Source: an optimization exercise on an open RTL-to-GDS flow (aim: small area, a short achievable clock period and few clock cycles). Production flows keep margins and buffers that such runs may drop.
RTL that was checked went through simulation tests only; none was proved equivalent to the original.
Power figures rest on the tool's default switching activity, not on a simulated workload.

==> flow/design.v (excerpt) <==
module symcodec_rx (
    input  wire        clk,
    input  wire        rst,
    input  wire        in_valid,
    output wire        in_ready,
    input  wire [63:0] in_data,     
    input  wire [3:0]  in_groups,   
    input  wire        in_last,     
    output reg         out_valid,
    output reg  [7:0]  out_byte,
    output reg  [2:0]  out_kind,    
    output reg         done,
    output wire [1:0]  res,         
    output wire [3:0]  cause,       
    output wire        chkmis,
    output wire [15:0] clean_bits,
    output wire [15:0] n_bytes,
    output wire [31:0] pre,
    output wire [15:0] len,
    output wire [7:0]  stored_chk,
    output wire [7:0]  calc_chk,
    output wire [15:0] bad_index,
    output wire [5:0]  bad_win
);
export LEC_CHECK = 0
export ABC_AREA = 1
export CAP_MARGIN = 20
export CORE_MARGIN = 2
export CORE_UTILIZATION = 50
export SETUP_SLACK_MARGIN = 2.6
export SLEW_MARGIN = 20
create_clock -name core_clock -period 5.0 [get_ports {clk}]
standard.sh (not shown) runs the stock make flow with config.mk's settings and CLKGATE_MAP_FILE= SYNTH_SCRIPT=/design/flow/synth_recipe.tcl, a recipe that flattens the netlist after the stock synthesis.
==> flow/flow/run.sh <==
#!/bin/bash
# Standard ORFS layout (standard.sh: the standard flow's synthesis, floorplan, place, CTS,
# route, finish) with two changes:
#  - the buffers that buffer_ports puts on every input and output port are
#    sky130_fd_sc_hd__buf_1 cells instead of the default pick;
#  - clock tree synthesis builds the tree from clkbuf_8/clkbuf_16 cells and
#    adds no dummy loads to even out the tree.
# The full make output goes to standard.log in this folder; each ORFS step's
# own log stays under orfs/logs/.
set -euo pipefail
export BUFFER_PORTS_ARGS="-buffer_cell sky130_fd_sc_hd__buf_1"
export CTS_ARGS="-sink_clustering_enable -repair_clock_nets -buf_list {sky130_fd_sc_hd__clkbuf_8 sky130_fd_sc_hd__clkbuf_16} -dont_use_dummy_load"
bash standard.sh > standard.log 2>&1
Next try:
--- a/flow/design.v
+++ b/flow/design.v
@@ -64,31 +64,14 @@
         begin
             ones4[2] = &c;
             ones4[1] = ((c[0] & c[1]) | (c[0] & c[2]) | (c[0] & c[3]) |
                         (c[1] & c[2]) | (c[1] & c[3]) | (c[2] & c[3])) & ~(&c);
             ones4[0] = ^c;
         end
     endfunction
-    function eq_sum;
-        input [15:0] x;
-        input [15:0] k;
-        input [15:0] z;
-        integer i;
-        reg c;
-        reg ok;
-        begin
-            ok = 1'b1;
-            c = 1'b0;
-            for (i = 0; i < 16; i = i + 1) begin
-                ok = ok & (z[i] == (x[i] ^ k[i] ^ c));
-                c = (x[i] & k[i]) | ((x[i] | k[i]) & ~z[i]);
-            end
-            eq_sum = ok & ~c;
-        end
-    endfunction
     function [5:0] rev6;
         input [5:0] v;
         rev6 = {v[0], v[1], v[2], v[3], v[4], v[5]};
     endfunction
     function [7:0] join4;
         input [3:0] a;
         input [2:0] na;
@@ -306,15 +289,15 @@
             bad_r <= bad0 ? rev6(w0) : rev6(w1);
         out_byte <= new_byte;
         if (g0 && !(hl_b ^ g1))
             low_nib <= g1 ? d1[3:0] : d0[3:0];
         out_kind <= kind;
         if (byte_go)
             chk_r <= at_idx[5] ? (new_byte == 8'd0 && len_r[7:0] == 8'd0) :
-                                       eq_sum(len_r, 16'd5, {3'd0, byte_cnt});
+                                       ({3'd0, byte_cnt} == len_r + 16'd5);
         aborted   <= ab_nx;
         have_low  <= hl_b ^ g0 ^ g1;
         byte_cnt  <= fresh ? {12'd0, byte_go} : byte_go ? byte_inc : byte_cnt;
         bc_small  <= fresh || (bc_small && !(byte_go && byte_cnt[2:0] == 3'd7));
         clean_cnt <= fresh ? {12'd0, s3_n} : clean_sum;
         if (clr)
             xor_r <= 8'd0;
After rerunning: Synthesized cell count is higher by 2.8%. Final area is higher by 3.5%. Clock skew is higher by 12 ps. Worst hold slack degrades by 9.9 ps. Cell count is higher by 2.7%. Non-clock buffer count is higher by 8. Fmax is higher by 0.72%. Clock power barely changes. Wire length is higher by 5.7%. Critical path depth is higher by 4. Clock-buffer cell count stays the same. Register-to-register slack improves by 20 ps. Combinational power is higher by about 7%. Power is higher by 0.90%.
No run of this note included a check of the RTL's function; only the layout flow was run.

========
== job 104 ==
The RTL this note starts from:
==> flow/design.v <==
`timescale 1ns/1ps
module symcodec_rx (
    input  wire        clk,
    input  wire        rst,
    input  wire        in_valid,
    output wire        in_ready,
    input  wire [63:0] in_data,     
    input  wire [3:0]  in_groups,   
    input  wire        in_last,     
    output reg         out_valid,
    output reg  [7:0]  out_byte,
    output reg  [2:0]  out_kind,    
    output reg         done,
    output wire [1:0]  res,         
    output wire [3:0]  cause,       
    output wire        chkmis,
    output wire [15:0] clean_bits,
    output wire [15:0] n_bytes,
    output wire [31:0] pre,
    output wire [15:0] len,
    output wire [7:0]  stored_chk,
    output wire [7:0]  calc_chk,
    output wire [15:0] bad_index,
    output wire [5:0]  bad_win
);
    localparam [2:0] K_PRE = 3'd0, K_LEN = 3'd1, K_PAY = 3'd2, K_CHK = 3'd3, K_TRAIL = 3'd4;
    function [3:0] nib6;
        input [5:0] c;
        begin
            nib6[3] = c[5];
            nib6[2] = (c[5] & c[3] & ~c[0]) | (c[4] & ~c[2] & ~c[1]) | (c[4] & ~c[0]);
            nib6[1] = (~c[5] & ~c[3] & c[0]) | (c[5] & ~c[3] & ~c[0]) |
                      (c[5] & ~c[2] & ~c[1]) | (c[4] & c[3] & ~c[0]);
            nib6[0] = c[5] ^ c[4] ^ c[1];
        end
    endfunction
    function mapped6;
        input [5:0] cw;
        begin
            case (cw)
                6'd13, 6'd14, 6'd19, 6'd21, 6'd22, 6'd25, 6'd26, 6'd28,
                6'd35, 6'd37, 6'd38, 6'd41, 6'd42, 6'd44, 6'd49, 6'd50:
                    mapped6 = 1'b1;
                default:
                    mapped6 = 1'b0;
            endcase
        end
    endfunction
    function [6:0] therm3;
        input [2:0] v;
        begin
            therm3[0] = v[2] | v[1] | v[0];
            therm3[1] = v[2] | v[1];
            therm3[2] = v[2] | (v[1] & v[0]);
            therm3[3] = v[2];
            therm3[4] = v[2] & (v[1] | v[0]);
            therm3[5] = v[2] & v[1];
            therm3[6] = v[2] & v[1] & v[0];
        end
    endfunction
    function [2:0] ones4;
        input [3:0] c;
        begin
            ones4[2] = &c;
            ones4[1] = ((c[0] & c[1]) | (c[0] & c[2]) | (c[0] & c[3]) |
                        (c[1] & c[2]) | (c[1] & c[3]) | (c[2] & c[3])) & ~(&c);
            ones4[0] = ^c;
        end
    endfunction
    function [4:0] cut_tab;
        input [2:0] l;
        input [3:0] n;
        integer il, in_, t;
        begin
            cut_tab = 5'd0;
            for (il = 0; il < 6; il = il + 1)
                for (in_ = 0; in_ < 9; in_ = in_ + 1) begin
                    t = il + in_;
                    if (l == il && n == in_)
                        cut_tab = cut_tab | {t >= 12, t >= 6,
                                             (t >= 12) ? t[2:0] - 3'd4 : (t >= 6) ? t[2:0] - 3'd6 : t[2:0]};
                end
        end
    endfunction
    function [5:0] rev6;
        input [5:0] v;
        rev6 = {v[0], v[1], v[2], v[3], v[4], v[5]};
    endfunction
    function [7:0] join4;
        input [3:0] a;
        input [2:0] na;
        input [3:0] b;
        integer i;
        begin
            for (i = 0; i < 8; i = i + 1)
                join4[i] = (i < na) ? a[i] : (i - na < 4) ? b[i - na] : 1'b0;
        end
    endfunction
    assign in_ready = 1'b1;
    integer k, j;
    reg [3:0] s1_qb [0:1];   
    reg [2:0] s1_qn [0:1];   
    reg       s1_last;
    reg [7:0] cl_in;
    reg [1:0] pb [0:3];      
    reg [3:0] qb [0:1];      
    reg [2:0] qn [0:1];
    always @(*) begin
        for (k = 0; k < 8; k = k + 1)
            cl_in[k] = in_valid && (in_groups > k) &&
                       ((in_data[8*k +: 8] == 8'h00) || (in_data[8*k +: 8] == 8'hFF));
        for (k = 0; k < 4; k = k + 1) begin
            pb[k][0] = cl_in[2*k] ? in_data[16*k] : in_data[16*k+8];
            pb[k][1] = in_data[16*k+8];
        end
        for (k = 0; k < 2; k = k + 1) begin
            qb[k][0] = (cl_in[4*k] | cl_in[4*k+1]) ? pb[2*k][0] : pb[2*k+1][0];
            qb[k][1] = (cl_in[4*k] & cl_in[4*k+1]) ? pb[2*k][1] :
                       (cl_in[4*k] | cl_in[4*k+1]) ? pb[2*k+1][0] : pb[2*k+1][1];
            qb[k][2] = (cl_in[4*k] & cl_in[4*k+1]) ? pb[2*k+1][0] : pb[2*k+1][1];
            qb[k][3] = pb[2*k+1][1];
            qn[k]    = ones4(cl_in[4*k +: 4]);
        end
    end
    always @(posedge clk) begin
        s1_qb[0] <= qb[0];
        s1_qb[1] <= qb[1];
        if (rst) begin
            s1_qn[0] <= 3'd0;
            s1_qn[1] <= 3'd0;
            s1_last  <= 1'b0;
        end else begin
            s1_qn[0] <= qn[0];
            s1_qn[1] <= qn[1];
            s1_last  <= in_valid && in_last;
        end
    end
    reg [7:0] s2_c;          
    reg [3:0] s2_n;          
    reg [2:0] s2_r;          
    reg       s2_v0;         
    reg       s2_v1;         
    reg       s2_last;
    reg [2:0] left_n;        
    wire [3:0] n_cmp  = {1'b0, s1_qn[0]} + {1'b0, s1_qn[1]};
    wire [4:0] cnt    = cut_tab(left_n, n_cmp);
    wire       tot12  = cnt[4];
    wire       tot6   = cnt[3];
    wire [2:0] left_nx = cnt[2:0];
    wire [6:0] q0_more = therm3(s1_qn[0]);
    wire [7:0] c_join  = ({4'd0, s1_qb[0] & q0_more[3:0]}) | ({4'd0, s1_qb[1]} << s1_qn[0]);
    always @(posedge clk) begin
        s2_c <= c_join;
        s2_r <= left_n;
        if (rst) begin
            s2_n    <= 4'd0;
            s2_v0   <= 1'b0;
            s2_v1   <= 1'b0;
            s2_last <= 1'b0;
            left_n  <= 3'd0;
        end else begin
            s2_n    <= n_cmp;
            s2_v0   <= tot6;
            s2_v1   <= tot12;
            s2_last <= s1_last;
            left_n  <= s1_last ? 3'd0 : left_nx;
        end
    end
    reg [4:0] acc;           
    reg [11:0] s3_w;         
    reg        s3_g0;        
    reg        s3_b0;        
    reg        s3_g1;        
    reg        s3_b1;        
    reg [3:0]  s3_n;         
    reg        s3_last;
    wire [6:0]  r_more = therm3(s2_r);
    wire [12:0] seq    = ({8'd0, acc & r_more[4:0]}) | ({5'd0, s2_c} << s2_r);
    wire       m0  = mapped6(seq[5:0]);
    wire       m1  = mapped6(seq[11:6]);
    always @(posedge clk) begin
        acc  <= s2_v1 ? {4'd0, seq[12]} : s2_v0 ? seq[10:6] : seq[4:0];
        s3_w <= seq[11:0];
        if (rst) begin
            s3_g0   <= 1'b0;
            s3_b0   <= 1'b0;
            s3_g1   <= 1'b0;
            s3_b1   <= 1'b0;
            s3_n    <= 4'd0;
            s3_last <= 1'b0;
        end else begin
            s3_g0   <= s2_v0 &&  m0;
            s3_b0   <= s2_v0 && !m0;
            s3_g1   <= s2_v1 && m0 &&  m1;
            s3_b1   <= s2_v1 && m0 && !m1;
            s3_n    <= s2_n;
            s3_last <= s2_last;
        end
    end
    reg        aborted;
    reg        have_low;
    reg [3:0]  low_nib;
    reg [12:0] byte_cnt;
    reg [15:0] clean_cnt;
    reg [31:0] pre_r;
    reg [15:0] len_r;
    reg [7:0]  xor_r;
    reg [7:0]  stored_r;
    reg        short_r;      
    reg        mis_r;        
    reg [5:0]  bad_r;        
    reg        chk_r;
    reg         fresh;
    wire        ab_b    = aborted  && !fresh;
    wire        hl_b    = have_low && !fresh;
    wire [12:0] bc_b    = fresh ? 13'd0 : byte_cnt;
    wire [12:0] byte_inc  = byte_cnt + 13'd1;
    wire [4:0]  clean_lo  = {1'b0, clean_cnt[3:0]} + {1'b0, s3_n};
    wire [11:0] clean_hi1 = clean_cnt[15:4] + 12'd1;
    wire [15:0] clean_sum = {clean_lo[4] ? clean_hi1 : clean_cnt[15:4], clean_lo[3:0]};
    wire [7:0]  x_b     = fresh ? 8'd0  : xor_r;
    wire        gc_b    = !short_r && !fresh;    
    wire [5:0] w0 = s3_w[5:0];
    wire [5:0] w1 = s3_w[11:6];
    wire [3:0] d0 = nib6(w0);
    wire [3:0] d1 = nib6(w1);
    wire g0   = s3_g0 && !ab_b;
    wire g1   = s3_g1 && !ab_b;
    wire bad0 = s3_b0 && !ab_b;
    wire bad1 = s3_b1 && !ab_b;
    wire bad  = bad0 || bad1;
    wire       byte_go  = hl_b ? g0 : g1;
    wire [7:0] new_byte = hl_b ? {d0[3:0], low_nib} : {d1[3:0], d0[3:0]};
    wire        ge6     = (byte_cnt[12:3] != 10'd0) || (byte_cnt[2:1] == 2'd3);
    wire        at_pre  = fresh || (byte_cnt[12:2] == 11'd0);
    wire        at_len  = !fresh && (byte_cnt[12:1] == 12'd2);
    wire        at_chk  = !fresh && short_r && ge6 && chk_r;
    reg  [2:0]  kind;
    always @(*) begin
        if (at_pre)      kind = K_PRE;
        else if (at_len) kind = K_LEN;
        else if (gc_b)   kind = K_TRAIL;
        else if (at_chk) kind = K_CHK;
        else             kind = K_PAY;
    end
    wire ab_nx = ab_b || bad;
    wire gc_nx = gc_b || (byte_go && at_chk);
    wire clr   = s3_last && (ab_nx || !gc_nx);
    wire [7:0] wr_byte = clr ? 8'd0 : new_byte;
    always @(posedge clk) begin
        if (clr || (byte_go && bc_b == 16'd0)) pre_r[7:0]   <= wr_byte;
        if (clr || (byte_go && bc_b == 16'd1)) pre_r[15:8]  <= wr_byte;
        if (clr || (byte_go && bc_b == 16'd2)) pre_r[23:16] <= wr_byte;
        if (clr || (byte_go && bc_b == 16'd3)) pre_r[31:24] <= wr_byte;
        if (clr || (byte_go && bc_b == 16'd4)) len_r[7:0]   <= wr_byte;
        if (clr || (byte_go && bc_b == 16'd5)) len_r[15:8]  <= wr_byte;
        if (clr || (byte_go && at_chk))        stored_r     <= wr_byte;
        if (bad)
            bad_r <= bad0 ? rev6(w0) : rev6(w1);
        out_byte <= new_byte;
        if (g0 && !(hl_b ^ g1))
            low_nib <= g1 ? d1[3:0] : d0[3:0];
        out_kind <= kind;
        if (byte_go)
            chk_r <= (bc_b == 13'd5) ? (new_byte == 8'd0 && len_r[7:0] == 8'd0) :
                                       ({3'd0, byte_cnt} == len_r + 16'd5);
        aborted   <= ab_nx;
        have_low  <= hl_b ^ g0 ^ g1;
        byte_cnt  <= fresh ? {12'd0, byte_go} : byte_go ? byte_inc : byte_cnt;
        clean_cnt <= fresh ? {12'd0, s3_n} : clean_sum;
        if (clr)
            xor_r <= 8'd0;
        else if (byte_go && kind <= K_PAY)
            xor_r <= x_b ^ new_byte;
        else
            xor_r <= x_b;
        short_r   <= !ab_nx && !gc_nx;
        if (clr)
            mis_r <= 1'b0;
        else if (byte_go && at_chk)
            mis_r <= (new_byte != x_b);
        fresh <= rst || s3_last;
        if (rst) begin
            out_valid <= 1'b0;
            done      <= 1'b0;
        end else begin
            out_valid <= byte_go;
            done      <= s3_last;
        end
    end
    assign res        = {aborted || short_r, 1'b1};
    assign cause      = {1'b0, aborted || short_r, mis_r, short_r || mis_r};
    assign chkmis     = mis_r;
    assign clean_bits = clean_cnt;
    assign n_bytes    = {3'd0, byte_cnt};
    assign pre        = pre_r;
    assign len        = len_r;
    assign stored_chk = stored_r;
    assign calc_chk   = xor_r;
    assign bad_index  = {2'd0, byte_cnt, have_low};
    assign bad_win    = bad_r;
endmodule
export LEC_CHECK = 0
export ABC_AREA = 1
export CAP_MARGIN = 20
export CORE_MARGIN = 2
export CORE_UTILIZATION = 50
export SETUP_SLACK_MARGIN = 2.7
export SLEW_MARGIN = 20
create_clock -name core_clock -period 5.0 [get_ports {clk}]
==> flow/flow/run.sh <==
#!/bin/bash
# Standard ORFS layout (standard.sh: the standard flow's synthesis, floorplan, place, CTS,
# route, finish) with two changes: the buffers that buffer_ports puts on every
# input and output port are sky130_fd_sc_hd__buf_1 cells instead of the
# default pick, and clock tree synthesis builds the tree from clkbuf_8 cells
# without the dummy loads it otherwise adds to even out the tree.
# The full make output goes to standard.log in this folder; each ORFS step's
# own log stays under orfs/logs/.
set -euo pipefail
export BUFFER_PORTS_ARGS="-buffer_cell sky130_fd_sc_hd__buf_1"
export CTS_ARGS="-sink_clustering_enable -repair_clock_nets -buf_list sky130_fd_sc_hd__clkbuf_8 -dont_use_dummy_load"
bash standard.sh > standard.log 2>&1
Modified inputs, job 105 compared to job 104
-- flow/design.v --
<<< job 104, line 207
    reg [7:0]  xor_r;
    reg [7:0]  stored_r;
    reg        short_r;      
    reg        mis_r;        
    reg [5:0]  bad_r;        
>>> job 105, line 207
    reg [7:0]  xor_r;
    reg [7:0]  stored_r;
    reg        got_chk;
    reg        mis_r;        
    reg [5:0]  bad_r;        
<<< job 104, line 220
    wire [15:0] clean_sum = {clean_lo[4] ? clean_hi1 : clean_cnt[15:4], clean_lo[3:0]};
    wire [7:0]  x_b     = fresh ? 8'd0  : xor_r;
    wire        gc_b    = !short_r && !fresh;    
    wire [5:0] w0 = s3_w[5:0];
    wire [5:0] w1 = s3_w[11:6];
>>> job 105, line 220
    wire [15:0] clean_sum = {clean_lo[4] ? clean_hi1 : clean_cnt[15:4], clean_lo[3:0]};
    wire [7:0]  x_b     = fresh ? 8'd0  : xor_r;
    wire        gc_b    = got_chk  && !fresh;
    wire [5:0] w0 = s3_w[5:0];
    wire [5:0] w1 = s3_w[11:6];
<<< job 104, line 235
    wire        at_pre  = fresh || (byte_cnt[12:2] == 11'd0);
    wire        at_len  = !fresh && (byte_cnt[12:1] == 12'd2);
    wire        at_chk  = !fresh && short_r && ge6 && chk_r;
    reg  [2:0]  kind;
    always @(*) begin
>>> job 105, line 235
    wire        at_pre  = fresh || (byte_cnt[12:2] == 11'd0);
    wire        at_len  = !fresh && (byte_cnt[12:1] == 12'd2);
    wire        at_chk  = !fresh && !got_chk && ge6 && chk_r;
    reg  [2:0]  kind;
    always @(*) begin
<<< job 104, line 275
        else
            xor_r <= x_b;
        short_r   <= !ab_nx && !gc_nx;
        if (clr)
            mis_r <= 1'b0;
>>> job 105, line 275
        else
            xor_r <= x_b;
        got_chk   <= gc_nx;
        if (clr)
            mis_r <= 1'b0;
<<< job 104, line 289
        end
    end
    assign res        = {aborted || short_r, 1'b1};
    assign cause      = {1'b0, aborted || short_r, mis_r, short_r || mis_r};
    assign chkmis     = mis_r;
    assign clean_bits = clean_cnt;
>>> job 105, line 289
        end
    end
    assign res        = {aborted || !got_chk, 1'b1};
    assign cause      = aborted ? 4'd4 : !got_chk ? 4'd5 : mis_r ? 4'd3 : 4'd0;
    assign chkmis     = mis_r;
    assign clean_bits = clean_cnt;
[summary]
Summary of job 105 over job 104: total routed wirelength went up, number of logic stages on the critical path including buffering fell 7, count of vias placed by the detailed router went down, global-route usage picked up an extra 0.71 points.
Job 105 vs job 104 on utilization: job 105 is the higher one.
Of job 105 and job 104, it is job 105 that has the higher worst reg2reg path depth.
Looking at met1 routed wirelength after detailed routing across job 104 and job 105, the one that comes out lower is job 105.
Job 104 → job 105: maximum number of pins on one net before global-route repair dropped 29%; part of the power in registers about even; mux cell area share after synthesis ~0 delta.
Job 105 reached the end of the flow, and the finished layout is clean on the timing, design-rule and antenna checks.
Testbench counts of job 105, summed over its fixed seeds: cycles 15,365.
Function not checked in job 104: the RTL went through the layout flow alone.

==> afterwards: timing with drivers on the ports <==
The results above use ideal ports. As a check the final layouts listed here were re-extracted and re-timed, cells and wires unchanged.
Step 1, drivers: a clkbuf_16 drives clk and a buf_2 each remaining input, both assumed.
Step 2, shift: input delay + t, output delay - t, t = (earliest + latest rising clock arrival at the registers) / 2. This alone moves slack from input paths to output paths.
Three values: ideal, step 1, step 2; two values: the first two.
| run | shift t [ns] | setup slack, ns | worst slew at a driven data input, ns |
|---|---|---|---|
| the first run of note 1 | 0.457 | 2.711 / 2.711 / 2.325 | 0.04 |
| the second run of note 1 | 0.459 | 2.727 / 2.727 / 2.360 | 0.04 |
| job 104 | 0.480 | 2.785 / 2.756 / 2.549 | 0.04 |
| job 105 | 0.489 | 2.765 / 2.725 / 2.473 | 0.03 |
After both steps every run listed still meets setup and hold. The setup slack of the first run of note 1, which loses most, moves by 0.000 ns with the drivers and by -0.386 ns with both steps.
